Context: an optimization exercise on an open-source flow, tuned for small area, a short achievable clock period and few clock cycles per item. The choices shown serve that exercise and are no tape-out recipe.
Function was not checked in any run shown here: the RTL went through the layout flow alone.
Power is estimated from default activity; no workload was simulated.

===== flow/flow/run.sh =====
#!/bin/bash
# Standard layout with: buf_4 port buffers, no dummy clock loads,
# and timing repair aiming for 6.6 ns of setup slack.
set -euo pipefail
export BUFFER_PORTS_ARGS="-buffer_cell sky130_fd_sc_hd__buf_4"
export CTS_ARGS="-sink_clustering_enable -repair_clock_nets -dont_use_dummy_load"
export SETUP_SLACK_MARGIN=6.6
bash standard.sh > standard.log 2>&1

===== flow/standard.sh =====
#!/bin/bash
# synth_recipe.tcl (not shown) runs the flow's synth.tcl, then flattens the netlist and writes it again
# the make line also repeats each setting of config.mk as NAME=value (left out here)
make -C /OpenROAD-flow-scripts/flow DESIGN_CONFIG=/design/flow/config.mk WORK_HOME=/design/flow/orfs CLKGATE_MAP_FILE= SYNTH_SCRIPT=/design/flow/synth_recipe.tcl "${@:-finish}"

===== flow/config.mk =====
export PLATFORM = sky130hd
export DESIGN_NAME = olivia_fec_decoder
export DESIGN_NICKNAME = olivia_fec_decoder
export VERILOG_FILES = /design/flow/design.v
export SDC_FILE = /design/flow/constraint.sdc
export NUM_CORES = 8
export LEC_CHECK = 0
export CAP_MARGIN = 40
export CORE_MARGIN = 2
export CORE_UTILIZATION = 35
export PLACE_DENSITY = 0.55
export SLEW_MARGIN = 20

===== flow/constraint.sdc =====
create_clock -name core_clock -period 10.0 [get_ports {clk}]
set_input_delay 2.0000 -clock core_clock [delete_from_list [all_inputs] [get_ports {clk}]]
set_output_delay 2.0000 -clock core_clock [all_outputs]
set_load 0.01 [all_outputs]

===== flow/design.v =====
module olivia_fec_decoder (
    input  wire        clk,
    input  wire        rst,
    input  wire        in_valid,
    output wire        in_ready,
    input  wire [3:0]  in_bps,
    input  wire [47:0] in_soft,
    output wire        out_valid,
    input  wire        out_ready,
    output wire [6:0]  out_char,
    output wire [2:0]  out_index,
    output wire [11:0] out_peak,
    output wire        out_last
);
    localparam [63:0] SCRAMBLING_CODE = 64'hE257E6D0291574EC;
    localparam integer NCRED = 4;    
    function [63:0] scr_tab;
        input integer s;
        integer i, m;
        begin
            for (i = 0; i < 8; i = i + 1)
                for (m = 0; m < 8; m = m + 1)
                    scr_tab[8*i + m] = SCRAMBLING_CODE[(8*s + m + 13*i) % 64];
        end
    endfunction
    genvar s, p, q, x, j;
    reg [7:0]  mh;            
    reg [7:0]  gh;            
    reg        rdy;           
    reg        hold_v;        
    reg [47:0] hold;
    reg [2:0]  hold_bm1;
    reg        st;            
    reg        ld_act;        
    reg [5:0]  ld_t;          
    reg [7:0]  ld_s;          
    reg [7:0]  ld_mh;         
    reg [2:0]  ld_bm1;        
    reg [7:0]  ld_g;          
    reg [7:0]  ld_e;          
    reg [7:0]  ld_m;          
    reg [2:0]  ld_r;          
    reg [7:0]  we;            
    reg [23:0] xsel;          
    reg [7:0]  pv;            
    reg        q0v, q1v;
    reg [7:0]  q0_nx;         
    reg [7:0]  q0_ih;         
    reg [7:0]  q0_um;         
    reg [7:0]  q0_e;          
    reg [7:0]  q1_g, q1_e, q1_m;
    reg        win;           
    reg        win_last;      
    reg [7:0]  ih;            
    reg [NCRED-1:0] cred;     
    reg [7:0]  neg;           
    wire fire = in_valid & rdy;
    wire [2:0] in_bm1 = (in_bps == 4'd0) ? 3'd0 :
                        (in_bps >  4'd8) ? 3'd7 : in_bps[2:0] - 3'd1;
    wire [2:0] dc_m = {mh[4] | mh[5] | mh[6] | mh[7],
                       mh[2] | mh[3] | mh[6] | mh[7],
                       mh[1] | mh[3] | mh[5] | mh[7]};
    wire [7:0] phi  = {mh[1:0], mh[7:2]};
    wire [7:0] mh_n = {mh[6:0], mh[7]};
    wire [7:0] gh_n = mh[7] ? {gh[6:0], gh[7]} : gh;    
    wire       win_end = win & mh[7];
    wire       out_fire;
    wire       cred_ok = cred[0];
    wire       t63     = (ld_t == 6'd63);
    wire       done    = fire & ld_act & t63;    
    wire       go_q    = q0v & mh[7] & |(q0_nx & gh_n) & cred_ok;
    wire       go_d    = done & ~q0v & |(ld_g & gh_n) & cred_ok;
    wire       go      = go_q | go_d;
    wire       go_last = go_q & (q0_um == q0_nx);   
    wire       d_last  = (ld_m == ld_g);            
    wire [7:0] q0_um_n = go_q ? (q0_um & ~q0_nx) : q0_um;
    wire       t_q1    = q1v;
    wire       t_q0    = q0v & ~go_last & ~q1v;
    wire [7:0] unread  = (t_q1 ? q1_m : 8'd0) | (q0v ? q0_um_n : 8'd0);
    wire [7:0] nstart  = t_q1 ? q1_e : t_q0 ? q0_e : gh_n;
    wire [7:0] nmask;
    wire [7:0] nend;
    generate
        for (q = 0; q < 8; q = q + 1) begin : g_nm
            wire [7:0] hit;
            for (j = 0; j < 8; j = j + 1) begin : g_h
                assign hit[j] = nstart[(q + 8 - j) % 8] & (j <= hold_bm1);
            end
            assign nmask[q] = |hit;
            assign nend[q]  = nstart[(q + 7 - hold_bm1) % 8];
        end
    endgenerate
    wire       start   = hold_v & ~ld_act & ~st & mh[7] & ~(q0v & q1v & ~go_last) &
                         ~|(nmask & unread);
    wire [2:0] g_bin = {nstart[4] | nstart[5] | nstart[6] | nstart[7],
                        nstart[2] | nstart[3] | nstart[6] | nstart[7],
                        nstart[1] | nstart[3] | nstart[5] | nstart[7]};
    wire [2:0] w_bin = {gh_n[4] | gh_n[5] | gh_n[6] | gh_n[7],
                        gh_n[2] | gh_n[3] | gh_n[6] | gh_n[7],
                        gh_n[1] | gh_n[3] | gh_n[5] | gh_n[7]};
    wire [2:0] r_n   = g_bin - w_bin;
    wire [7:0] ih_n = go_q ? q0_ih : go_d ? 8'd1 : ih;
    generate
        for (s = 0; s < 8; s = s + 1) begin : g_neg
            localparam [63:0] TAB = scr_tab(s);
            wire [63:0] hit;
            for (q = 0; q < 64; q = q + 1) begin : g_h
                assign hit[q] = TAB[q] & ih_n[q / 8] & mh_n[q % 8];
            end
            always @(posedge clk) neg[s] <= |hit;
        end
    endgenerate
    wire [7:0]  pv_init;      
    wire [23:0] xs_init;      
    wire [23:0] xs_one;       
    wire [23:0] xs_step;      
    generate
        for (p = 0; p < 8; p = p + 1) begin : g_xs
            wire [2:0] cw  = 3'd0 - p[2:0] - r_n;
            wire [2:0] c1  = 3'd0 - p[2:0] - ld_r;
            wire [2:0] src = (ld_t[2:0] == 3'd7) ? xsel[3*((p + 7) % 8) +: 3] : xsel[3*p +: 3];
            assign xs_init[3*p +: 3] = cw;
            assign pv_init[p]        = (cw <= hold_bm1);
            assign xs_one[3*p +: 3]  = (c1 == ld_bm1) ? 3'd0 : c1 + 3'd1;
            assign xs_step[3*p +: 3] = (src == ld_bm1) ? 3'd0 : src + 3'd1;
        end
    endgenerate
    wire       rdy_al = |(mh_n & ld_mh);
    wire       miss   = rdy & ~in_valid & ld_act;
    wire [7:0] s_1    = (ld_t[2:0] == 3'd7) ? {ld_s[6:0], ld_s[7]} : ld_s;
    always @(posedge clk) begin
        if (rst) begin
            mh       <= 8'd1;
            gh       <= 8'd1;
            rdy      <= 1'b0;
            hold_v   <= 1'b0;
            st       <= 1'b0;
            ld_act   <= 1'b0;
            ld_t     <= 6'd0;
            ld_s     <= 8'd1;
            ld_mh    <= 8'd1;
            we       <= 8'd0;
            q0v      <= 1'b0;
            q1v      <= 1'b0;
            win      <= 1'b0;
            cred     <= {NCRED{1'b1}};
        end else begin
            mh <= mh_n;
            gh <= gh_n;
            if (~ld_act & ~hold_v & ~st) begin
                if (fire) begin
                    hold_v <= 1'b1;
                    rdy    <= 1'b0;
                end else begin
                    rdy    <= 1'b1;
                end
                we <= 8'd0;
            end else if (hold_v & ~st) begin
                rdy <= 1'b0;
                if (start) begin
                    st     <= 1'b1;
                    we     <= 8'd1;
                    hold_v <= 1'b0;
                end else begin
                    we     <= 8'd0;
                end
            end else if (st) begin
                st      <= 1'b0;
                ld_act  <= 1'b1;
                ld_t    <= 6'd1;
                ld_s    <= 8'd1;
                ld_mh   <= 8'd2;
                rdy     <= 1'b1;
                we      <= 8'd1;
            end else begin
                if (fire) begin
                    ld_t    <= ld_t + 6'd1;
                    ld_mh   <= {ld_mh[6:0], ld_mh[7]};
                    ld_s    <= s_1;
                    if (t63) begin
                        ld_act <= 1'b0;
                        rdy    <= 1'b1;
                        we     <= 8'd0;
                    end else begin
                        rdy    <= 1'b1;
                        we     <= s_1;
                    end
                end else begin
                    rdy     <= rdy_al;
                    we      <= rdy_al ? ld_s : 8'd0;
                end
            end
            if (go_last) begin
                if (q1v) begin
                    q0_nx <= q1_g;
                    q0_ih <= 8'd1;
                    q0_um <= q1_m;
                    q0_e  <= q1_e;
                    q0v   <= 1'b1;
                    q1v   <= done;
                end else if (done) begin
                    q0_nx <= ld_g;
                    q0_ih <= 8'd1;
                    q0_um <= ld_m;
                    q0_e  <= ld_e;
                    q0v   <= 1'b1;
                end else begin
                    q0v   <= 1'b0;
                end
            end else if (go_d) begin
                q0_nx <= {ld_g[6:0], ld_g[7]};
                q0_ih <= 8'd2;
                q0_um <= ld_m & ~ld_g;
                q0_e  <= ld_e;
                q0v   <= ~d_last;
            end else begin
                if (go_q) begin
                    q0_nx <= {q0_nx[6:0], q0_nx[7]};
                    q0_ih <= {q0_ih[6:0], q0_ih[7]};
                    q0_um <= q0_um_n;
                end
                if (done) begin
                    if (q0v) begin
                        q1v <= 1'b1;
                    end else begin
                        q0_nx <= ld_g;
                        q0_ih <= 8'd1;
                        q0_um <= ld_m;
                        q0_e  <= ld_e;
                        q0v   <= 1'b1;
                    end
                end
            end
            win <= go | (win & ~win_end);
            if (go & ~out_fire)
                cred <= {1'b0, cred[NCRED-1:1]};
            else if (out_fire & ~go)
                cred <= {cred[NCRED-2:0], 1'b1};
        end
        if (fire & ~ld_act & ~hold_v & ~st) begin
            hold     <= in_soft;
            hold_bm1 <= in_bm1;
        end
        if (start) begin
            ld_bm1 <= hold_bm1;
            ld_g   <= nstart;
            ld_e   <= nend;
            ld_m   <= nmask;
            ld_r   <= r_n;
            xsel   <= xs_init;
            pv     <= pv_init;
        end else if (st) begin
            xsel   <= xs_one;
        end else if (fire & ld_act) begin
            xsel   <= xs_step;
            if (ld_t[2:0] == 3'd7)
                pv <= {pv[6:0], pv[7]};
        end else if (miss) begin
            xsel   <= {xsel[20:0], xsel[23:21]};
            pv     <= {pv[6:0], pv[7]};
        end
        if (done & (q0v & ~go_last | q1v & go_last)) begin
            q1_g <= ld_g;
            q1_e <= ld_e;
            q1_m <= ld_m;
        end
        if (go_q) begin
            ih       <= q0_ih;
            win_last <= go_last;
        end else if (go_d) begin
            ih       <= 8'd1;
            win_last <= d_last;
        end
    end
    assign in_ready = rdy;
    wire [47:0] wsrc = st ? hold : in_soft;
    wire [47:0] xb;           
    generate
        for (p = 0; p < 8; p = p + 1) begin : g_xb
            assign xb[6*p +: 6] = wsrc[6*xsel[3*p +: 3] +: 6];
        end
    endgenerate
    wire [47:0] taps;
    generate
        for (s = 0; s < 8; s = s + 1) begin : g_ring
            reg  [383:0] r;
            wire [383:0] sh = {r[377:0], r[383:378]};
            wire [383:0] nx;
            for (p = 0; p < 8; p = p + 1) begin : g_port
                assign nx[48*p +: 6]      = (we[s] & pv[p]) ? xb[6*p +: 6] : sh[48*p +: 6];
                assign nx[48*p + 6 +: 42] = sh[48*p + 6 +: 42];
            end
            always @(posedge clk) r <= nx;
            assign taps[6*s +: 6] = r[383:378];
        end
    endgenerate
    reg [7:0] A [0:7];
    generate
        for (q = 0; q < 8; q = q + 2) begin : g_a
            wire [7:0] ua = {{2{taps[6*q + 5]}}, taps[6*q +: 6]};
            wire [7:0] ub = {{2{taps[6*q + 11]}}, taps[6*q + 6 +: 6]};
            wire [7:0] xa = ua ^ {8{neg[q]}};
            wire [7:0] vb = (ub ^ {8{neg[q + 1]}}) + {7'd0, neg[q + 1]};
            wire [7:0] sm, df;
            ks_add #(.W(8)) u_s (.a(vb), .b(xa),  .cin(neg[q]),  .s(sm));
            ks_add #(.W(8)) u_d (.a(vb), .b(~xa), .cin(~neg[q]), .s(df));
            always @(posedge clk) begin
                A[q]     <= sm;
                A[q + 1] <= df;
            end
        end
    endgenerate
    wire [8:0] w2 [0:7];
    wire [9:0] w3 [0:7];
    generate
        for (q = 0; q < 8; q = q + 1) begin : g_b
            if ((q & 2) == 0) begin : g_lo2
                ks_add #(.W(9)) u (.a({A[q + 2][7], A[q + 2]}), .b({A[q][7], A[q]}),
                                   .cin(1'b0), .s(w2[q]));
            end else begin : g_hi2
                ks_add #(.W(9)) u (.a({A[q][7], A[q]}), .b(~{A[q - 2][7], A[q - 2]}),
                                   .cin(1'b1), .s(w2[q]));
            end
            if ((q & 4) == 0) begin : g_lo4
                ks_add #(.W(10)) u (.a({w2[q + 4][8], w2[q + 4]}), .b({w2[q][8], w2[q]}),
                                    .cin(1'b0), .s(w3[q]));
            end else begin : g_hi4
                ks_add #(.W(10)) u (.a({w2[q][8], w2[q]}), .b(~{w2[q - 4][8], w2[q - 4]}),
                                    .cin(1'b1), .s(w3[q]));
            end
        end
    endgenerate
    reg [9:0] B [0:7];
    generate
        for (q = 0; q < 8; q = q + 1) begin : g_breg
            always @(posedge clk) B[q] <= w3[q];
        end
    endgenerate
    wire [9:0] sk [0:7];
    generate
        for (j = 0; j < 8; j = j + 1) begin : g_skew
            if (j == 0) begin : g_z
                assign sk[j] = B[j];
            end else begin : g_d
                reg [10*j-1:0] d;
                if (j == 1) begin : g_1
                    always @(posedge clk) d <= B[j];
                end else begin : g_n
                    always @(posedge clk) d <= {d[10*j-11:0], B[j]};
                end
                assign sk[j] = d[10*j-1 -: 10];
            end
        end
    endgenerate
    wire [9:0] dk [0:7];
    generate
        for (x = 0; x < 8; x = x + 1) begin : g_rot
            wire [79:0] terms;
            for (j = 0; j < 8; j = j + 1) begin : g_t
                assign terms[10*j +: 10] = sk[j] & {10{phi[(j + x) % 8]}};
            end
            wire [9:0] sel = terms[9:0]   | terms[19:10] | terms[29:20] | terms[39:30] |
                             terms[49:40] | terms[59:50] | terms[69:60] | terms[79:70];
            reg  [9:0] rv;
            always @(posedge clk) rv <= sel;
            if (x == 7) begin : g_z
                assign dk[x] = rv;
            end else begin : g_d
                localparam integer N = 7 - x;
                reg [10*N-1:0] d;
                if (N == 1) begin : g_1
                    always @(posedge clk) d <= rv;
                end else begin : g_n
                    always @(posedge clk) d <= {d[10*N-11:0], rv};
                end
                assign dk[x] = d[10*N-1 -: 10];
            end
        end
    endgenerate
    reg [10:0] C1 [0:7];
    generate
        for (q = 0; q < 8; q = q + 1) begin : g_c1
            wire [10:0] u1;
            if ((q & 1) == 0) begin : g_lo
                ks_add #(.W(11)) u (.a({dk[q + 1][9], dk[q + 1]}), .b({dk[q][9], dk[q]}),
                                    .cin(1'b0), .s(u1));
            end else begin : g_hi
                ks_add #(.W(11)) u (.a({dk[q][9], dk[q]}), .b(~{dk[q - 1][9], dk[q - 1]}),
                                    .cin(1'b1), .s(u1));
            end
            always @(posedge clk) C1[q] <= u1;
        end
    endgenerate
    reg [11:0] C [0:7];
    generate
        for (q = 0; q < 8; q = q + 1) begin : g_c2
            wire [11:0] u2;
            if ((q & 2) == 0) begin : g_lo2
                ks_add #(.W(12)) u (.a({C1[q + 2][10], C1[q + 2]}), .b({C1[q][10], C1[q]}),
                                    .cin(1'b0), .s(u2));
            end else begin : g_hi2
                ks_add #(.W(12)) u (.a({C1[q][10], C1[q]}), .b(~{C1[q - 2][10], C1[q - 2]}),
                                    .cin(1'b1), .s(u2));
            end
            always @(posedge clk) C[q] <= u2;
        end
    endgenerate
    reg [11:0] mg [0:7];
    reg        sg [0:7];
    generate
        for (q = 0; q < 8; q = q + 1) begin : g_m
            wire [12:0] f3;
            if ((q & 4) == 0) begin : g_lo4
                ks_add #(.W(13)) u (.a({C[q + 4][11], C[q + 4]}), .b({C[q][11], C[q]}),
                                    .cin(1'b0), .s(f3));
            end else begin : g_hi4
                ks_add #(.W(13)) u (.a({C[q][11], C[q]}), .b(~{C[q - 4][11], C[q - 4]}),
                                    .cin(1'b1), .s(f3));
            end
            always @(posedge clk) begin
                mg[q] <= f3[11:0] ^ {12{f3[12]}};
                sg[q] <= f3[12];
            end
        end
    endgenerate
    wire [11:0] mag [0:7];
    generate
        for (q = 0; q < 8; q = q + 1) begin : g_mag
            assign mag[q] = mg[q] + {11'd0, sg[q]};
        end
    endgenerate
    reg [11:0] l1m [0:3];
    reg [1:0]  l1i [0:3];     
    generate
        for (q = 0; q < 4; q = q + 1) begin : g_l1
            wire r = mag[2*q + 1] > mag[2*q];
            always @(posedge clk) begin
                l1m[q] <= r ? mag[2*q + 1] : mag[2*q];
                l1i[q] <= r ? {1'b1, sg[2*q + 1]} : {1'b0, sg[2*q]};
            end
        end
    endgenerate
    reg [11:0] l2m [0:1];
    reg [2:0]  l2i [0:1];
    generate
        for (q = 0; q < 2; q = q + 1) begin : g_l2
            wire r = l1m[2*q + 1] > l1m[2*q];
            always @(posedge clk) begin
                l2m[q] <= r ? l1m[2*q + 1] : l1m[2*q];
                l2i[q] <= r ? {1'b1, l1i[2*q + 1]} : {1'b0, l1i[2*q]};
            end
        end
    endgenerate
    wire        l3r = l2m[1] > l2m[0];
    wire [11:0] l3m = l3r ? l2m[1] : l2m[0];
    wire [3:0]  l3i = l3r ? {1'b1, l2i[1]} : {1'b0, l2i[0]};
    reg [11:0] pk_m;
    reg [3:0]  pk_i;          
    always @(posedge clk) begin
        pk_m <= l3m;
        pk_i <= l3i;
    end
    wire [2:0] ypk = dc_m;
    reg [11:0] rm_m;
    reg [6:0]  rm_i;          
    wire take = mh[0] | (pk_m > rm_m);
    always @(posedge clk) begin
        if (take) begin
            rm_m <= pk_m;
            rm_i <= {ypk, pk_i};
        end
    end
    reg [16:0] tok;
    reg [16:0] tok_l;         
    always @(posedge clk) begin
        if (rst) begin
            tok   <= 17'd0;
            tok_l <= 17'd0;
        end else begin
            tok   <= {tok[15:0], win_end};
            tok_l <= {tok_l[15:0], win_end & win_last};
        end
    end
    wire res_v = tok[16];
    reg  [2:0]  rc_i;
    wire        rc_last = tok_l[16];
    wire [22:0] res = {rc_last, rc_i, rm_i[0], rm_i[6:1], rm_m};    
    always @(posedge clk) begin
        if (rst)
            rc_i <= 3'd0;
        else if (res_v)
            rc_i <= rc_last ? 3'd0 : rc_i + 3'd1;
    end
    reg        ov;
    reg [22:0] od;
    reg [22:0] qd [0:NCRED-2];
    reg [1:0]  qn;            
    assign out_fire = ov & out_ready;
    integer k;
    always @(posedge clk) begin
        if (rst) begin
            ov <= 1'b0;
            qn <= 2'd0;
        end else begin
            if (~ov | out_fire) begin
                if (qn != 2'd0) begin
                    od <= qd[0];
                    ov <= 1'b1;
                    for (k = 0; k < NCRED - 2; k = k + 1)
                        qd[k] <= qd[k + 1];
                    if (res_v)
                        qd[qn - 2'd1] <= res;
                    else
                        qn <= qn - 2'd1;
                end else begin
                    od <= res;
                    ov <= res_v;
                end
            end else if (res_v) begin
                qd[qn] <= res;
                qn <= qn + 2'd1;
            end
        end
    end
    assign out_valid = ov;
    assign out_peak  = od[11:0];
    assign out_char  = od[18:12];
    assign out_index = od[21:19];
    assign out_last  = od[22];
endmodule
module ks_add #(
    parameter integer W = 8
) (
    input  wire [W-1:0] a,
    input  wire [W-1:0] b,
    input  wire         cin,
    output wire [W-1:0] s
);
    function integer levels;
        input integer n;
        integer v;
        begin
            levels = 0;
            for (v = 1; v < n; v = v * 2)
                levels = levels + 1;
        end
    endfunction
    localparam integer L = levels(W);
    wire [W-1:0] p0 = a ^ b;
    wire [W-1:0] g  [0:L];
    wire [W-1:0] pp [0:L];
    assign g[0]  = (a & b) | {{(W-1){1'b0}}, p0[0] & cin};
    assign pp[0] = p0;
    genvar k, i;
    generate
        for (k = 0; k < L; k = k + 1) begin : g_lvl
            for (i = 0; i < W; i = i + 1) begin : g_bit
                if (i >= (1 << k)) begin : g_op
                    assign g[k + 1][i]  = g[k][i] | (pp[k][i] & g[k][i - (1 << k)]);
                    assign pp[k + 1][i] = pp[k][i] & pp[k][i - (1 << k)];
                end else begin : g_pass
                    assign g[k + 1][i]  = g[k][i];
                    assign pp[k + 1][i] = pp[k][i];
                end
            end
        end
    endgenerate
    wire [W-1:0] c = {g[L][W-2:0], cin};
    assign s = p0 ^ c;
endmodule

==> results.json, run 1 <==
{
  "track_usage": 0.1520,
  "initial_utilization": 0.3518,
  "ir_drop_mv": 0.1974,
  "p_leak_uw": 0.06559,
  "synthCells": 10714,
  "synth-seq-cells": 4620,
  "crit_required_ns": 10.67,
  "min_to": "g_ring[3].r[188]",
  "fmax_ghz": 0.2251,
  "cp_slowest_cell": "or4_4",
  "die_h_microns": 634.9,
  "dpl.hpwl_microns": 226600,
  "netlist_area_sq_um": 139300,
  "port_buffers": 80,
  "area_delta_synth_final_pct": 15.29,
  "cap_violations": 0,
  "critPathKind": "reg2reg",
  "synthFlopType": "dfxtp_1",
  "synth-xor-area-share": 0.03708,
  "synth-edff-count": 281,
  "cpMostUsedCell": "xnor2_4",
  "crit_path_end_kind": "register",
  "synth.distinct_cells": 89,
  "r2r_slack_ns": 5.56,
  "min_path_cells": 0,
  "startpoint": "mh[7]",
  "crit_path_max_incr_delay_ns": 0.52,
  "ant_nets": 0,
  "clk_latency_ns": 0.98,
  "layout.nets": 11855,
  "hp-class": "reg2reg",
  "synth_top_family_by_area": "compound AO/OA/AOI/OAI gates",
  "gp_congestion": 0.8695,
  "grt_pass1_wl_microns": 473900,
  "clock_sinks": 4620,
  "synthArstFlopShare": 0,
  "crit_path_cell_trace": "mux2_4 > a222oi_1 > buf_4 > buf_6 > and3_4 > nor4_2 > buf_4 > or4_4 > fa_2 > xnor2_4 > xnor2_4 > buf_12 > buf_12 > xnor2_4 > inv_2 > ha_4 > a21oi_2 > a21oi_2 > a21oi_1",
  "cts_hold_buf": 0,
  "final-setup-viol-count": 0,
  "reg2reg_to": "pv[3]",
  "powerDensity_nw_per_um2": 324.9,
  "rows": 231,
  "dieArea_sq_um": 403100,
  "post_drt_wl_per_cell_microns": 19.39,
  "p_total_uw": 52190,
  "synthMuxAreaShare": 0.05786,
  "cp-start-kind": "register",
  "via_per_inst": 4.669,
  "syn_avg_cell_area_sq_um": 13.00,
  "grt.overflow.total": 0,
  "rsz0062_at_grt": "yes",
  "grt_pass1_vias": 77522,
  "htreeDepth": 5,
  "clk_pin_slew_worst_paths_ns": 0.06,
  "hold_start": "g_ring[3].r[182]",
  "fin_area_sq_um": 160600,
  "tightest_slew_ns": 0.8976,
  "root_buffer": "clkbuf_16",
  "dpl_cell_area_sq_um": 146700,
  "die_x_microns": 634.9,
  "drt_iter0_markers": 6229,
  "setup-tns-final_ns": 0,
  "finalHoldViolations": 0,
  "io_pins": 81,
  "final_cells": 16384,
  "placed_cells": 15761,
  "finClkSkew_ns": 0.1395,
  "rr_startpoint": "mh[7]",
  "rr_worst_depth": 19,
  "synthAdderAreaFrac": 0.06278,
  "max-slew-margin-rel": 0.3845,
  "cts_tree": "yes",
  "grt_max_degree": 87,
  "status": "no timing/DRC/antenna violations",
  "routed-via-count": 76491,
  "synth_simple_gate_area_frac": 0.04800,
  "core_sq_um": 396000,
  "synth_compound_area_frac": 0.08173,
  "cp_max_fo": 7,
  "fin_crit_ns": 4.442,
  "drv_slew": 0,
  "crit_arrival_ns": 5.12,
  "syn_nets": 11438,
  "antenna_found_initial": 38,
  "drc": 0,
  "yosys_warnings": 27,
  "clockBufferDepth": 4,
  "firstDrtPassIters": 9,
  "yosysSeqAreaShare": 0.6841,
  "routed_wl_microns": 317700,
  "drive_above_1_share": 0.1519,
  "period_share": 0.4442,
  "cts_buffers": 437
}
-- metrics by stage --
step	setup slack [ns]	utilization	hold slack, ns
after floorplan	5.680	-	0.3096
after global placement	4.736	0.3686	0.3095
after detailed placement	4.720	0.3705	0.3121
after CTS	5.593	0.4016	0.2362
after global routing	5.431	0.4056	0.2455
final	5.558	0.4056	0.2445
-- final cells by class --
class | count | area [sq um]
Clock buffer | 437 | 10940
Timing Repair Buffer | 372 | 3747
Timing Repair inverter | 1 | 6.256
Antenna cell | 13 | 32.53
Multi-Input combinational cell | 5064 | 41540
Sequential cell | 4620 | 95360
Fill cell | 36482 | 235400
Tap cell | 5242 | 6559
Inverter | 635 | 2427
-- synth_stat cells (9+ instances only) --
cell	count	share of area
xor2_1	228	0.014
a211oi_1	115	0.0062
o22ai_1	18	0.00081
o21bai_1	128	0.0069
clkbuf_1	264	0.0071
nand2b_1	73	0.0033
nand3b_1	9	0.00048
nor2b_1	88	0.0040
mux2i_1	79	0.0057
o21a_1	9	0.00048
or2_2	15	0.00067
nor2_1	439	0.012
buf_1	115	0.0031
fa_1	49	0.0070
nor3b_1	14	0.00075
and3_1	56	0.0025
a21boi_0	24	0.0013
a2111oi_0	10	0.00063
a31oi_1	21	0.00094
o31ai_1	18	0.00097
xnor2_1	360	0.023
o221ai_1	16	0.0010
nor3_1	59	0.0021
nand3_1	56	0.0020
nand2_1	382	0.010
a22o_1	41	0.0026
o21ai_0	305	0.011
buf_2	10	0.00036
a21o_1	80	0.0043
a21oi_1	436	0.016
mux2_2	531	0.043
ha_1	619	0.056
o21ai_1	9	0.00032
o31a_1	40	0.0025
dfxtp_1	4339	0.62
mux4_2	55	0.0089
inv_1	628	0.017
nand4_1	137	0.0062
edfxtp_1	281	0.061
o21ba_2	11	0.00079
a22oi_1	379	0.020
nor4_1	17	0.00076
-- per-layer routing --
layer / global-route usage / vias to the layer above / routed length [microns]
met5: 0 / - / 0
met4: 0.05176 / 0 / 10630
met3: 0.02201 / 606 / 14930
met2: 0.2525 / 2122 / 147200
met1: 0.2021 / 36888 / 145000
li1: - / 36875 / -
-- critical path, delay by kind of cell (launching register included) --
family | cells | cell delay (ns)
multiplexers | 1 | 0.33
flip-flops | 1 | 0.39
adder cells (fa/ha/maj) | 2 | 0.72
XOR/XNOR | 3 | 0.52
AO/OA/AOI/OAI | 4 | 0.66
buffers and inverters | 6 | 0.88
AND/OR/NAND/NOR | 3 | 0.73
-- power breakdown --
part	internal, uW	total (uW)	switching (uW)
Combinational	6460	15400	8910
Sequential	21600	23100	1570
Clock	7600	13700	6080
-- timing repair --
item,4_1_cts,5_1_grt
cloned,9,18
pin swaps,37,58
endpoints found under the setup margin,446,293
resized for setup,134,157
setup buffers,77,60
-- cell families after synthesis --
family | count (synthesis)
AO/OA/AOI/OAI | 1733
XOR/XNOR | 589
adder cells (fa/ha/maj) | 670
buffers and inverters | 1038
flip-flops | 4620
multiplexers | 669
AND/OR/NAND/NOR | 1395
-- sequential cells by signal (all words and copies together) (netlist names), 76 cells and up --
register / count
g_ring.r: 3072
g_rot.g_d.d: 280
g_skew.g_d.d: 274
mg: 96
C: 90
C1: 84
g_rot.rv: 80
B: 76
-- worst max-delay path by stage --
| stage | endpoint | depth (start not counted) |
|---|---|---|
| 2_1_floorplan | pv[1] | 18 |
| 5_1_grt | pv[3] | 19 |
| 3_3_place_gp | pv[4] | 16 |
| 4_1_cts | pv[6] | 16 |
| 3_5_place_dp | neg[5] | 10 |
| 6_report | pv[3] | 19 |
-- cell usage in the layout (no fill, tap or decap), types with 221 or more instances in the layout --
master / Yosys / final
a22oi_1: 379 / 378
xor2_1: 228 / 221
o21ai_0: 305 / 282
dfxtp_1: 4339 / 4309
buf_4: 7 / 260
xnor2_1: 360 / 352
mux2_2: 531 / 509
clkbuf_16: 0 / 443
nor2_1: 439 / 424
nand2_1: 382 / 372
a21oi_1: 436 / 386
edfxtp_1: 281 / 281
inv_1: 628 / 617
ha_1: 619 / 607
==> run 2, diff against run 1 <==
--- a/flow/design.v
+++ b/flow/design.v
@@ -31,6 +31,9 @@
     reg [47:0] hold;
     reg [2:0]  hold_bm1;
     reg        st;            
+    reg [7:0]  ok_r;          
+    reg [7:0]  st_g;          
+    reg [2:0]  st_r;          
     reg        ld_act;        
     reg [5:0]  ld_t;          
     reg [7:0]  ld_s;          
@@ -74,24 +77,27 @@
     wire       go_last = go_q & (q0_um == q0_nx);   
     wire       d_last  = (ld_m == ld_g);            
     wire [7:0] q0_um_n = go_q ? (q0_um & ~q0_nx) : q0_um;
-    wire       t_q1    = q1v;
-    wire       t_q0    = q0v & ~go_last & ~q1v;
-    wire [7:0] unread  = (t_q1 ? q1_m : 8'd0) | (q0v ? q0_um_n : 8'd0);
-    wire [7:0] nstart  = t_q1 ? q1_e : t_q0 ? q0_e : gh_n;
-    wire [7:0] nmask;
-    wire [7:0] nend;
+    wire       res_q0  = q0v & ~go_last;
+    wire       res_q1  = q1v;
+    wire       res_l   = ld_act;
+    wire       allow   = ~(res_q0 & res_q1) & ~(res_q0 & res_l) & ~(res_q1 & res_l);
+    wire [7:0] unread  = (res_q0 ? q0_um_n : 8'd0) | (res_q1 ? q1_m : 8'd0) |
+                         (res_l ? ld_m : 8'd0);
+    wire [7:0] nstart  = res_l ? ld_e : res_q1 ? q1_e : res_q0 ? q0_e : gh_n;
+    wire [7:0] ok_b;          
     generate
-        for (q = 0; q < 8; q = q + 1) begin : g_nm
-            wire [7:0] hit;
-            for (j = 0; j < 8; j = j + 1) begin : g_h
-                assign hit[j] = nstart[(q + 8 - j) % 8] & (j <= hold_bm1);
+        for (j = 0; j < 8; j = j + 1) begin : g_ok
+            wire [7:0] m;
+            for (q = 0; q < 8; q = q + 1) begin : g_m
+                wire [7:0] hit;
+                for (x = 0; x < 8; x = x + 1) begin : g_h
+                    assign hit[x] = nstart[(q + 8 - x) % 8] & (x <= j);
+                end
+                assign m[q] = |hit;
             end
-            assign nmask[q] = |hit;
-            assign nend[q]  = nstart[(q + 7 - hold_bm1) % 8];
+            assign ok_b[j] = allow & ~|(m & unread);
         end
     endgenerate
-    wire       start   = hold_v & ~ld_act & ~st & mh[7] & ~(q0v & q1v & ~go_last) &
-                         ~|(nmask & unread);
     wire [2:0] g_bin = {nstart[4] | nstart[5] | nstart[6] | nstart[7],
                         nstart[2] | nstart[3] | nstart[6] | nstart[7],
                         nstart[1] | nstart[3] | nstart[5] | nstart[7]};
@@ -99,6 +105,24 @@
                         gh_n[2] | gh_n[3] | gh_n[6] | gh_n[7],
                         gh_n[1] | gh_n[3] | gh_n[5] | gh_n[7]};
     wire [2:0] r_n   = g_bin - w_bin;
+    wire       idle    = ~ld_act & ~hold_v & ~st;
+    wire       fast    = fire & idle & mh[0] & ok_r[in_bm1];
+    wire       start   = hold_v & ~st & mh[7] & ok_b[hold_bm1];
+    wire [2:0] b0      = fast ? in_bm1 : hold_bm1;
+    wire [7:0] g0      = fast ? st_g : nstart;
+    wire [2:0] r0      = fast ? st_r : r_n;
+    wire [7:0] g0_m;          
+    wire [7:0] g0_e;          
+    generate
+        for (q = 0; q < 8; q = q + 1) begin : g_nm
+            wire [7:0] hit;
+            for (j = 0; j < 8; j = j + 1) begin : g_h
+                assign hit[j] = g0[(q + 8 - j) % 8] & (j <= b0);
+            end
+            assign g0_m[q] = |hit;
+            assign g0_e[q] = g0[(q + 7 - b0) % 8];
+        end
+    endgenerate
     wire [7:0] ih_n = go_q ? q0_ih : go_d ? 8'd1 : ih;
     generate
         for (s = 0; s < 8; s = s + 1) begin : g_neg
@@ -116,15 +140,17 @@
     wire [23:0] xs_step;      
     generate
         for (p = 0; p < 8; p = p + 1) begin : g_xs
-            wire [2:0] cw  = 3'd0 - p[2:0] - r_n;
-            wire [2:0] c1  = 3'd0 - p[2:0] - ld_r;
+            wire [2:0] cw  = 3'd0 - p[2:0] - r0;
+            wire [2:0] c1  = fast ? cw : 3'd0 - p[2:0] - ld_r;
+            wire [2:0] b1  = fast ? in_bm1 : ld_bm1;
             wire [2:0] src = (ld_t[2:0] == 3'd7) ? xsel[3*((p + 7) % 8) +: 3] : xsel[3*p +: 3];
             assign xs_init[3*p +: 3] = cw;
-            assign pv_init[p]        = (cw <= hold_bm1);
-            assign xs_one[3*p +: 3]  = (c1 == ld_bm1) ? 3'd0 : c1 + 3'd1;
+            assign pv_init[p]        = (cw <= b0);
+            assign xs_one[3*p +: 3]  = (c1 == b1) ? 3'd0 : c1 + 3'd1;
             assign xs_step[3*p +: 3] = (src == ld_bm1) ? 3'd0 : src + 3'd1;
         end
     endgenerate
+    wire [7:0]  pv_w = st ? pv : ld_act ? pv : (fast ? pv_init : 8'd0);
     wire       rdy_al = |(mh_n & ld_mh);
     wire       miss   = rdy & ~in_valid & ld_act;
     wire [7:0] s_1    = (ld_t[2:0] == 3'd7) ? {ld_s[6:0], ld_s[7]} : ld_s;
@@ -147,14 +173,22 @@
         end else begin
             mh <= mh_n;
             gh <= gh_n;
-            if (~ld_act & ~hold_v & ~st) begin
-                if (fire) begin
-                    hold_v <= 1'b1;
-                    rdy    <= 1'b0;
+            if (idle) begin
+                if (fast) begin
+                    ld_act  <= 1'b1;
+                    ld_t    <= 6'd1;
+                    ld_s    <= 8'd1;
+                    ld_mh   <= 8'd2;
+                    rdy     <= 1'b1;
+                    we      <= 8'd1;
+                end else if (fire) begin
+                    hold_v  <= 1'b1;
+                    rdy     <= 1'b0;
+                    we      <= 8'd0;
                 end else begin
-                    rdy    <= 1'b1;
+                    rdy     <= 1'b1;
+                    we      <= mh[7] ? 8'd1 : 8'd0;
                 end
-                we <= 8'd0;
             end else if (hold_v & ~st) begin
                 rdy <= 1'b0;
                 if (start) begin
@@ -180,7 +214,7 @@
                     if (t63) begin
                         ld_act <= 1'b0;
                         rdy    <= 1'b1;
-                        we     <= 8'd0;
+                        we     <= mh[7] ? 8'd1 : 8'd0;
                     end else begin
                         rdy    <= 1'b1;
                         we     <= s_1;
@@ -237,20 +271,27 @@
             else if (out_fire & ~go)
                 cred <= {cred[NCRED-2:0], 1'b1};
         end
-        if (fire & ~ld_act & ~hold_v & ~st) begin
+        if (fire & idle) begin
             hold     <= in_soft;
             hold_bm1 <= in_bm1;
         end
-        if (start) begin
-            ld_bm1 <= hold_bm1;
-            ld_g   <= nstart;
-            ld_e   <= nend;
-            ld_m   <= nmask;
-            ld_r   <= r_n;
+        ok_r <= mh[7] ? ok_b : 8'd0;
+        st_g <= nstart;
+        st_r <= r_n;
+        if (start | fast) begin
+            ld_bm1 <= b0;
+            ld_g   <= g0;
+            ld_e   <= g0_e;
+            ld_m   <= g0_m;
+            ld_r   <= r0;
+        end
+        if (start | (idle & ~fire & mh[7]) | done) begin
             xsel   <= xs_init;
             pv     <= pv_init;
-        end else if (st) begin
+        end else if (st | fast) begin
             xsel   <= xs_one;
+            if (fast)
+                pv <= pv_init;
         end else if (fire & ld_act) begin
             xsel   <= xs_step;
             if (ld_t[2:0] == 3'd7)
@@ -287,7 +328,7 @@
             wire [383:0] sh = {r[377:0], r[383:378]};
             wire [383:0] nx;
             for (p = 0; p < 8; p = p + 1) begin : g_port
-                assign nx[48*p +: 6]      = (we[s] & pv[p]) ? xb[6*p +: 6] : sh[48*p +: 6];
+                assign nx[48*p +: 6]      = (we[s] & pv_w[p]) ? xb[6*p +: 6] : sh[48*p +: 6];
                 assign nx[48*p + 6 +: 42] = sh[48*p + 6 +: 42];
             end
             always @(posedge clk) r <= nx;
--- a/flow/config.mk
+++ b/flow/config.mk
@@ -7,6 +7,6 @@
 export LEC_CHECK = 0
 export CAP_MARGIN = 40
 export CORE_MARGIN = 2
-export CORE_UTILIZATION = 35
-export PLACE_DENSITY = 0.55
+export CORE_UTILIZATION = 60
+export PLACE_DENSITY = 0.7
 export SLEW_MARGIN = 20
==> results.json, run 2 <==
{
  "status": "no timing/DRC/antenna violations",
  "layout_commonest_cell": "dfxtp_1",
  "finalHoldViolations": 0,
  "dpl.hpwl_microns": 223600,
  "die_h_microns": 488.0,
  "netlist_area_sq_um": 140500,
  "clk_pin_slew_worst_paths_ns": 0.07,
  "max-slew-margin-rel": 0.1913,
  "post_drt_wl_per_cell_microns": 22.58,
  "cts_buffers": 424,
  "grt.overflow.total": 0,
  "final-setup-viol-count": 0,
  "drt_iter0_markers": 6863,
  "grt_max_degree": 84,
  "setup-tns-final_ns": 0,
  "timing.hold.ws_ns": 0.2385,
  "cp-start-kind": "register",
  "synth.distinct_cells": 97,
  "critPathKind": "reg2reg",
  "syn_avg_cell_area_sq_um": 12.95,
  "dpl_cell_area_sq_um": 145500,
  "drc": 0,
  "dieArea_sq_um": 238100,
  "via_per_inst": 5.457,
  "synthArstFlopShare": 0,
  "synth-edff-count": 281,
  "crit_required_ns": 10.80,
  "gp_congestion": 0.9153,
  "synth_most_common_cell": "dfxtp_1",
  "drive_above_1_share": 0.1713,
  "synth_top_area_frac": 0.6208,
  "synthFlopType": "dfxtp_1",
  "reg2reg_to": "g_ring[2].r[293]",
  "root_buffer": "clkbuf_16",
  "synthTopCellsByArea": "dfxtp_1 62%, edfxtp_1 6.0%, ha_1 5.5%",
  "rsz0062_at_grt": "yes",
  "initial_utilization": 0.6037,
  "layout.nets": 12092,
  "ir_drop_mv": 0.1990,
  "yosysSeqAreaShare": 0.6809,
  "firstDrtPassIters": 8,
  "grt_pass1_vias": 78303,
  "grt_pass1_wl_microns": 476000,
  "pre_cts_ws_ns": 2.539,
  "rr_worst_depth": 24,
  "htreeDepth": 5,
  "cts_tree": "yes",
  "cts_hold_buf": 0,
  "fin_crit_ns": 5.380,
  "worst_slack_ns": 4.620,
  "rows": 177,
  "io_pins": 81,
  "synthCells": 10854,
  "clk_latency_ns": 1.01,
  "p_leak_uw": 0.06741,
  "area_delta_synth_final_pct": 15.46,
  "netlist_top_cells_count": "4358 x dfxtp_1, 621 x ha_1, 618 x inv_1, 524 x mux2_2, 501 x nor2_1",
  "fmax_ghz": 0.1859,
  "crit_path_end_kind": "register",
  "track_usage": 0.2646,
  "yosysTopAreaCell": "dfxtp_1",
  "cap_violations": 0,
  "tightest_slew_ns": 1.213,
  "drv_slew": 0,
  "r2r_slack_ns": 4.62,
  "crit_arrival_ns": 6.18,
  "fin_util": 0.6971,
  "final_cell_mix": "4331 x dfxtp_1, 600 x inv_1, 595 x ha_1, 472 x nor2_1, 428 x clkbuf_16",
  "clockBufferDepth": 4,
  "critPathCapture": "g_ring[2].r[293]",
  "port_buffers": 80,
  "startpoint": "q0_um[2]",
  "die_x_microns": 488.0,
  "core_sq_um": 232800,
  "ant_nets": 0,
  "synth-seq-cells": 4639,
  "top_regs": "g_ring.r: 3072 flops, g_rot.g_d.d: 280 flops, g_skew.g_d.d: 274 flops",
  "largest_reg_flops": 3072,
  "clock_sinks": 4639,
  "routed-via-count": 79255,
  "antenna_found_initial": 26,
  "fin_area_sq_um": 162200,
  "powerDensity_nw_per_um2": 306.7,
  "hp-class": "reg2reg",
  "routed_wl_microns": 327900,
  "rr_startpoint": "q0_um[2]",
  "cp_max_fo": 8,
  "top_register": "g_ring.r",
  "syn_nets": 11580,
  "period_share": 0.5380,
  "finClkSkew_ns": 0.1386,
  "yosys_warnings": 27
}
## run 2: layout make-up
cell class,instances,area [sq um]
Timing Repair Buffer,461,4634
Clock buffer,424,10610
Multi-Input combinational cell,5219,44910
Fill cell,15714,70510
Sequential cell,4639,95740
Inverter,621,2362
Tap cell,3132,3919
Antenna cell,27,67.56
## run 2: metal layers
metal	vias to the layer above	global-route usage	routed length, microns
li1	37534	-	-
met1	38270	0.3473	139700
met2	2703	0.4301	153100
met3	740	0.05359	21110
met4	8	0.1047	13940
met5	-	0	52
## run 2: logic make-up (layout without fill, tap and decap cells)
family | after synthesis | after routing | share of synthesized area
flip-flops | 4639 | 4639 | 0.6809
AO/OA/AOI/OAI | 1744 | 1747 | 0.08199
AND/OR/NAND/NOR | 1476 | 1484 | 0.04905
buffers and inverters | 1008 | 1506 | 0.02766
multiplexers | 704 | 705 | 0.05992
adder cells (fa/ha/maj) | 672 | 672 | 0.06241
XOR/XNOR | 611 | 611 | 0.03808
other | 0 | 27 | 0
## run 2: how the worst min path moves through the flow
stage                                   from            endpoint  slack, ns  cells past startpoint
after global routing         g_ring[4].r[89]     g_ring[4].r[95]       0.24                      0
final                        g_ring[4].r[89]     g_ring[4].r[95]       0.24                      0
after detailed placement      g_ring[2].r[7]     g_ring[2].r[13]       0.31                      0
after floorplan              g_ring[0].r[96]    g_ring[0].r[102]       0.31                      0
after CTS                    g_ring[4].r[86]     g_ring[4].r[92]       0.24                      0
after global placement    g_rot[2].g_d.d[11]  g_rot[2].g_d.d[21]       0.31                      0
## run 2: critical path: stages, from the launching register on
cell and delay, ns:
edfxtp_1 0.44, ha_1 0.32, nand4_1 0.08, or2_4 0.29
nor2_4 0.13, o21ai_4 0.08, buf_8 0.13, and3_4 0.19
buf_12 0.14, buf_4 0.15, a211oi_4 0.30, and3_4 0.25
fa_2 0.45, o21ai_4 0.19, inv_2 0.09, ha_4 0.31
inv_4 0.04, ha_4 0.26, a21o_1 0.14, a21oi_2 0.06
a31o_2 0.25, a22o_4 0.24, buf_12 0.15, nand2_8 0.17
mux2_4 0.32
## run 2: power by group
group	internal, uW	switching (uW)	leakage (uW)
clock network	7400	6050	0.00523
logic	5730	7770	0.0240
registers	21400	1430	0.0381
## run 2: through the flow
step	total power (uW)	instances
floorplan	32080	10854
global placement	35730	13770
detailed placement	36070	13818
CTS	49620	14371
global route	52260	14501
finish	49770	14523
## run 2: repair_timing
item,CTS,global route
resized for setup,396,433
pin swaps,103,131
gates cloned,9,11
buffers inserted,120,98
endpoints found under the setup margin,786,746
==> run 3, diff against run 2 <==
--- a/flow/design.v
+++ b/flow/design.v
@@ -58,8 +58,19 @@
     reg [NCRED-1:0] cred;     
     reg [7:0]  neg;           
     wire fire = in_valid & rdy;
-    wire [2:0] in_bm1 = (in_bps == 4'd0) ? 3'd0 :
-                        (in_bps >  4'd8) ? 3'd7 : in_bps[2:0] - 3'd1;
+    reg  [2:0] in_bm1;
+    always @(*) begin
+        case (in_bps)
+            4'd0, 4'd1: in_bm1 = 3'd0;
+            4'd2:       in_bm1 = 3'd1;
+            4'd3:       in_bm1 = 3'd2;
+            4'd4:       in_bm1 = 3'd3;
+            4'd5:       in_bm1 = 3'd4;
+            4'd6:       in_bm1 = 3'd5;
+            4'd7:       in_bm1 = 3'd6;
+            default:    in_bm1 = 3'd7;
+        endcase
+    end
     wire [2:0] dc_m = {mh[4] | mh[5] | mh[6] | mh[7],
                        mh[2] | mh[3] | mh[6] | mh[7],
                        mh[1] | mh[3] | mh[5] | mh[7]};
@@ -77,34 +88,57 @@
     wire       go_last = go_q & (q0_um == q0_nx);   
     wire       d_last  = (ld_m == ld_g);            
     wire [7:0] q0_um_n = go_q ? (q0_um & ~q0_nx) : q0_um;
-    wire       res_q0  = q0v & ~go_last;
-    wire       res_q1  = q1v;
-    wire       res_l   = ld_act;
-    wire       allow   = ~(res_q0 & res_q1) & ~(res_q0 & res_l) & ~(res_q1 & res_l);
-    wire [7:0] unread  = (res_q0 ? q0_um_n : 8'd0) | (res_q1 ? q1_m : 8'd0) |
-                         (res_l ? ld_m : 8'd0);
-    wire [7:0] nstart  = res_l ? ld_e : res_q1 ? q1_e : res_q0 ? q0_e : gh_n;
-    wire [7:0] ok_b;          
-    generate
-        for (j = 0; j < 8; j = j + 1) begin : g_ok
-            wire [7:0] m;
-            for (q = 0; q < 8; q = q + 1) begin : g_m
-                wire [7:0] hit;
-                for (x = 0; x < 8; x = x + 1) begin : g_h
-                    assign hit[x] = nstart[(q + 8 - x) % 8] & (x <= j);
+    wire [7:0] gh_nn = {gh[6:0], gh[7]};
+    wire [7:0] okv [0:1];
+    wire [7:0] nsv [0:1];
+    wire [2:0] rv  [0:1];
+    genvar v;
+    generate
+        for (v = 0; v < 2; v = v + 1) begin : g_var
+            wire       gl      = (v == 1) & (q0_um == q0_nx);
+            wire [7:0] q0u     = (v == 1) ? (q0_um & ~q0_nx) : q0_um;
+            wire       res_q0  = q0v & ~gl;
+            wire       res_q1  = q1v;
+            wire       res_l   = ld_act;
+            wire       allow   = ~(res_q0 & res_q1) & ~(res_q0 & res_l) & ~(res_q1 & res_l);
+            wire [7:0] unread  = (res_q0 ? q0u : 8'd0) | (res_q1 ? q1_m : 8'd0) |
+                                 (res_l ? ld_m : 8'd0);
+            wire [7:0] nstart  = res_l ? ld_e : res_q1 ? q1_e : res_q0 ? q0_e : gh_nn;
+            for (j = 0; j < 8; j = j + 1) begin : g_ok
+                wire [7:0] m;
+                for (q = 0; q < 8; q = q + 1) begin : g_m
+                    wire [7:0] hit;
+                    for (x = 0; x < 8; x = x + 1) begin : g_h
+                        assign hit[x] = nstart[(q + 8 - x) % 8] & (x <= j);
+                    end
+                    assign m[q] = |hit;
                 end
-                assign m[q] = |hit;
+                assign okv[v][j] = allow & ~|(m & unread);
             end
-            assign ok_b[j] = allow & ~|(m & unread);
+            wire [2:0] g_bin = {nstart[4] | nstart[5] | nstart[6] | nstart[7],
+                                nstart[2] | nstart[3] | nstart[6] | nstart[7],
+                                nstart[1] | nstart[3] | nstart[5] | nstart[7]};
+            wire [2:0] w_bin = {gh_nn[4] | gh_nn[5] | gh_nn[6] | gh_nn[7],
+                                gh_nn[2] | gh_nn[3] | gh_nn[6] | gh_nn[7],
+                                gh_nn[1] | gh_nn[3] | gh_nn[5] | gh_nn[7]};
+            assign nsv[v] = nstart;
+            assign rv[v]  = g_bin - w_bin;
         end
     endgenerate
-    wire [2:0] g_bin = {nstart[4] | nstart[5] | nstart[6] | nstart[7],
-                        nstart[2] | nstart[3] | nstart[6] | nstart[7],
-                        nstart[1] | nstart[3] | nstart[5] | nstart[7]};
-    wire [2:0] w_bin = {gh_n[4] | gh_n[5] | gh_n[6] | gh_n[7],
-                        gh_n[2] | gh_n[3] | gh_n[6] | gh_n[7],
-                        gh_n[1] | gh_n[3] | gh_n[5] | gh_n[7]};
-    wire [2:0] r_n   = g_bin - w_bin;
+    reg  [7:0] pre_ok [0:1];
+    reg  [7:0] pre_ns [0:1];
+    reg  [2:0] pre_r  [0:1];
+    always @(posedge clk) begin
+        pre_ok[0] <= okv[0];
+        pre_ok[1] <= okv[1];
+        pre_ns[0] <= nsv[0];
+        pre_ns[1] <= nsv[1];
+        pre_r[0]  <= rv[0];
+        pre_r[1]  <= rv[1];
+    end
+    wire [7:0] ok_b   = go_q ? pre_ok[1] : pre_ok[0];    
+    wire [7:0] nstart = go_q ? pre_ns[1] : pre_ns[0];
+    wire [2:0] r_n    = go_q ? pre_r[1]  : pre_r[0];
     wire       idle    = ~ld_act & ~hold_v & ~st;
     wire       fast    = fire & idle & mh[0] & ok_r[in_bm1];
     wire       start   = hold_v & ~st & mh[7] & ok_b[hold_bm1];
@@ -123,7 +157,7 @@
             assign g0_e[q] = g0[(q + 7 - b0) % 8];
         end
     endgenerate
-    wire [7:0] ih_n = go_q ? q0_ih : go_d ? 8'd1 : ih;
+    wire [7:0] ih_n = mh[7] ? (q0v ? q0_ih : 8'd1) : ih;
     generate
         for (s = 0; s < 8; s = s + 1) begin : g_neg
             localparam [63:0] TAB = scr_tab(s);
@@ -145,7 +179,7 @@
             wire [2:0] b1  = fast ? in_bm1 : ld_bm1;
             wire [2:0] src = (ld_t[2:0] == 3'd7) ? xsel[3*((p + 7) % 8) +: 3] : xsel[3*p +: 3];
             assign xs_init[3*p +: 3] = cw;
-            assign pv_init[p]        = (cw <= b0);
+            assign pv_init[p]        = fast ? (xsel[3*p +: 3] <= in_bm1) : (cw <= hold_bm1);
             assign xs_one[3*p +: 3]  = (c1 == b1) ? 3'd0 : c1 + 3'd1;
             assign xs_step[3*p +: 3] = (src == ld_bm1) ? 3'd0 : src + 3'd1;
         end
@@ -532,35 +566,31 @@
         else if (res_v)
             rc_i <= rc_last ? 3'd0 : rc_i + 3'd1;
     end
+    reg [22:0] qd [0:NCRED-1];
+    reg [2:0]  qn;            
     reg        ov;
     reg [22:0] od;
-    reg [22:0] qd [0:NCRED-2];
-    reg [1:0]  qn;            
     assign out_fire = ov & out_ready;
+    wire [2:0]  qn_n = qn - {2'd0, out_fire} + {2'd0, res_v};
+    wire [22:0] hd_n = out_fire ? ((qn >= 3'd2) ? qd[1] : res) :
+                                  ((qn != 3'd0) ? qd[0] : res);
     integer k;
     always @(posedge clk) begin
         if (rst) begin
+            qn <= 3'd0;
             ov <= 1'b0;
-            qn <= 2'd0;
         end else begin
-            if (~ov | out_fire) begin
-                if (qn != 2'd0) begin
-                    od <= qd[0];
-                    ov <= 1'b1;
-                    for (k = 0; k < NCRED - 2; k = k + 1)
-                        qd[k] <= qd[k + 1];
-                    if (res_v)
-                        qd[qn - 2'd1] <= res;
-                    else
-                        qn <= qn - 2'd1;
-                end else begin
-                    od <= res;
-                    ov <= res_v;
-                end
-            end else if (res_v) begin
-                qd[qn] <= res;
-                qn <= qn + 2'd1;
-            end
+            qn <= qn_n;
+            ov <= (qn_n != 3'd0);
+        end
+        od <= hd_n;
+        if (out_fire) begin
+            for (k = 0; k < NCRED - 1; k = k + 1)
+                qd[k] <= qd[k + 1];
+            if (res_v)
+                qd[qn - 3'd1] <= res;
+        end else if (res_v) begin
+            qd[qn[1:0]] <= res;
         end
     end
     assign out_valid = ov;
--- a/flow/config.mk
+++ b/flow/config.mk
@@ -7,6 +7,6 @@
 export LEC_CHECK = 0
 export CAP_MARGIN = 40
 export CORE_MARGIN = 2
-export CORE_UTILIZATION = 60
-export PLACE_DENSITY = 0.7
+export CORE_UTILIZATION = 35
+export PLACE_DENSITY = 0.55
 export SLEW_MARGIN = 20
==> results.json, run 3 <==
{
  "finClkSkew_ns": 0.1541,
  "core_sq_um": 413100,
  "synth-seq-cells": 4701,
  "final_cells": 17378,
  "hold_start": "g_ring[7].r[109]",
  "htreeDepth": 5,
  "layout.nets": 12659,
  "min_path_cells": 0,
  "clkPwrFrac": 0.282,
  "rows": 236,
  "tightest_slew_ns": 0.9273,
  "swShare": 0.3035,
  "ant_nets": 0,
  "area_delta_synth_final_pct": 17.19,
  "synthCells": 11445,
  "via_per_inst": 4.659,
  "critPathKind": "in2reg",
  "routed_wl_microns": 334900,
  "synth_most_common_cell": "dfxtp_1",
  "min_to": "g_ring[7].r[115]",
  "grt_pass1_vias": 78389,
  "syn_avg_cell_area_sq_um": 12.69,
  "grt.overflow.total": 0,
  "gp_congestion": 0.8422,
  "firstDrtPassIters": 7,
  "synth.distinct_cells": 100,
  "period_share": 0.4588,
  "rr_startpoint": "mh[7]",
  "crit_required_ns": 10.62,
  "netlist_top_cells_count": "4412 x dfxtp_1, 708 x inv_1, 652 x ha_1, 505 x mux2_2, 481 x nor2_1",
  "reg2reg_to": "pv[6]",
  "p_total_uw": 49450,
  "pwr-share-seq": 0.456,
  "synth-edff-count": 289,
  "routed-via-count": 80956,
  "cp-start-kind": "primary input",
  "cts_hold_buf": 0,
  "worst-path-buf-inv": 6,
  "root_buffer": "clkbuf_16",
  "final-setup-viol-count": 0,
  "clk_latency_ns": 1.02,
  "cp_top_family": "compound AO/OA/AOI/OAI gates",
  "synthTopCellsByArea": "dfxtp_1 61%, edfxtp_1 6.0%, ha_1 5.6%",
  "cp_max_fo": 7,
  "synthFlopType": "dfxtp_1",
  "layout_commonest_cell": "dfxtp_1",
  "cts_buffers": 444,
  "drive_above_1_share": 0.1601,
  "io_pins": 81,
  "yosysSeqAreaShare": 0.6678,
  "grt_max_degree": 71,
  "p_comb_frac": 0.262,
  "rr_worst_depth": 16,
  "clk_pin_slew_worst_paths_ns": 0.06,
  "yosys_warnings": 33,
  "hp-class": "reg2reg",
  "crit_path_end_kind": "register",
  "finalHoldViolations": 0,
  "p_leak_uw": 0.06970,
  "max-slew-margin-rel": 0.3641,
  "track_usage": 0.1539,
  "die_h_microns": 648.2,
  "initial_utilization": 0.3516,
  "r2r_slack_ns": 6.03,
  "final_cell_mix": "4370 x dfxtp_1, 691 x inv_1, 624 x ha_1, 459 x nor2_1, 445 x clkbuf_16",
  "cap_violations": 0,
  "fin_crit_ns": 4.588,
  "top_regs": "g_ring.r: 3072 flops, g_rot.g_d.d: 280 flops, g_skew.g_d.d: 274 flops",
  "cts_tree": "yes",
  "clock_sinks": 4701,
  "setup-tns-final_ns": 0,
  "syn_nets": 12204,
  "internal_power_uw": 34440,
  "rsz0062_at_grt": "yes",
  "synthArstFlopShare": 0,
  "largest_reg_flops": 3072,
  "placed_cells": 16731,
  "port_buffers": 80,
  "yosysTopAreaCell": "dfxtp_1",
  "ir_drop_mv": 0.1953,
  "crit_arrival_ns": 5.21,
  "die_x_microns": 648.2,
  "fmax_ghz": 0.2180,
  "netlist_area_sq_um": 145300,
  "grt_pass1_wl_microns": 493500,
  "clockBufferDepth": 4,
  "synth_top_area_frac": 0.6081,
  "drv_slew": 0,
  "timing.hold.ws_ns": 0.2346,
  "status": "no timing/DRC/antenna violations",
  "drc": 0,
  "antenna_found_initial": 30,
  "crit_path_cell_trace": "buf_8 > ha_4 > or2_4 > nand2_4 > nand2b_4 > inv_8 > mux2_4 > o211ai_1 > a21o_4 > buf_16 > buf_16 > nor2_4 > a21oi_4 > buf_12 > xnor2_4 > inv_2 > ha_4 > a21oi_2 > a31oi_1 > nor2_1 > a311o_1",
  "dpl.hpwl_microns": 231200,
  "top_register": "g_ring.r",
  "cp_slowest_cell": "a311o_1",
  "crit_path_max_incr_delay_ns": 0.34,
  "p_switching_uw": 15010,
  "post_drt_wl_per_cell_microns": 19.27,
  "powerDensity_nw_per_um2": 290.5,
  "dieArea_sq_um": 420200,
  "drt_iter0_markers": 6342
}
## run 3: stage by stage
step	area [sq um]	setup WS [ns]	utilization
after detailed placement	153300	3.157	0.3712
after CTS	167500	5.473	0.4055
after global placement	152700	2.950	0.3697
after floorplan	146000	4.022	-
after global routing	170200	5.332	0.4120
final	170200	5.412	0.4121
## run 3: layout make-up
| cell class | instances | area [sq um] |
|---|---|---|
| diodes | 6 | 15.01 |
| clock buffers | 444 | 11110 |
| fillers | 38144 | 242900 |
| inverters | 724 | 2770 |
| multi-input cells | 5602 | 47920 |
| flip-flops and latches | 4701 | 97080 |
| well taps | 5474 | 6849 |
| repair buffers | 427 | 4476 |
## run 3: kinds of logic after synthesis
logic type	count (synthesis)	synth area share
XOR/XNOR	587	0.03539
buffers and inverters	1151	0.03089
AO/OA/AOI/OAI	2034	0.09279
multiplexers	716	0.05882
flip-flops	4701	0.6678
adder cells (fa/ha/maj)	703	0.06319
AND/OR/NAND/NOR	1553	0.05110
## run 3: routing by layer
layer | global-route usage | wire length (microns) | vias to the layer above
met5 | 0 | 34 | -
met4 | 0.03899 | 7993 | 6
met3 | 0.02481 | 17950 | 529
met2 | 0.2447 | 150200 | 2115
met1 | 0.2171 | 158700 | 38564
li1 | - | - | 39742
## run 3: worst max-delay path by stage
stage / cells past startpoint / end / startpoint
after detailed placement: 19 / pv[3] / in_bps[0]
final: 21 / pv[3] / in_bps[1]
after global routing: 21 / pv[6] / in_bps[1]
after floorplan: 17 / pv[6] / in_valid
after global placement: 18 / pv[3] / in_bps[0]
after CTS: 21 / pv[2] / in_bps[1]
## run 3: power groups by stage
| stage | clock (uW) | sequential, uW | combinational (uW) |
|---|---|---|---|
| after floorplan | 0 | 22200 | 9410 |
| after global placement | 0 | 22900 | 12700 |
| after detailed placement | 0 | 23000 | 12800 |
| after CTS | 14300 | 22600 | 13000 |
| after global routing | 15000 | 22800 | 14500 |
| final | 13900 | 22600 | 13000 |
## run 3: repair_timing
item	4_1_cts	5_1_grt
setup buffers	98	71
pin swaps	121	109
setup endpoints to repair	704	645
gates resized for setup	417	430
cloned	19	2

static timing again, ports no longer ideal:
The results above use ideal ports. As a check the final layouts listed here were re-extracted and re-timed, cells and wires unchanged.
Step 1 assumes that a clkbuf_16 drives the clock port and a buf_2 every other input.
Step 2 adds t to the input delays and takes it off the output delays; t is the mean of the earliest and latest rising clock arrival at the registers after step 1. Input paths then give back, and output paths get back, about the clock's delay inside the block.
Slacks: ideal ports / drivers / drivers and shift; pairs: ideal ports / drivers.
| run | t (ns) | slack for setup (ns) | worst setup path after step 2 | cell pins on the clock port's net |
|---|---|---|---|---|
| run 1 | 1.011 | 5.558 / 5.558 / 5.527 | input to register | 1 |
| run 2 | 1.035 | 4.620 / 4.620 / 3.801 | input to register | 1 |
| run 3 | 1.056 | 5.412 / 5.425 / 4.369 | input to register | 1 |
After both steps setup and hold are still met in every run listed. For run 3, which loses most, drivers alone change the setup slack by +0.013 ns; drivers and shift together by -1.043 ns.
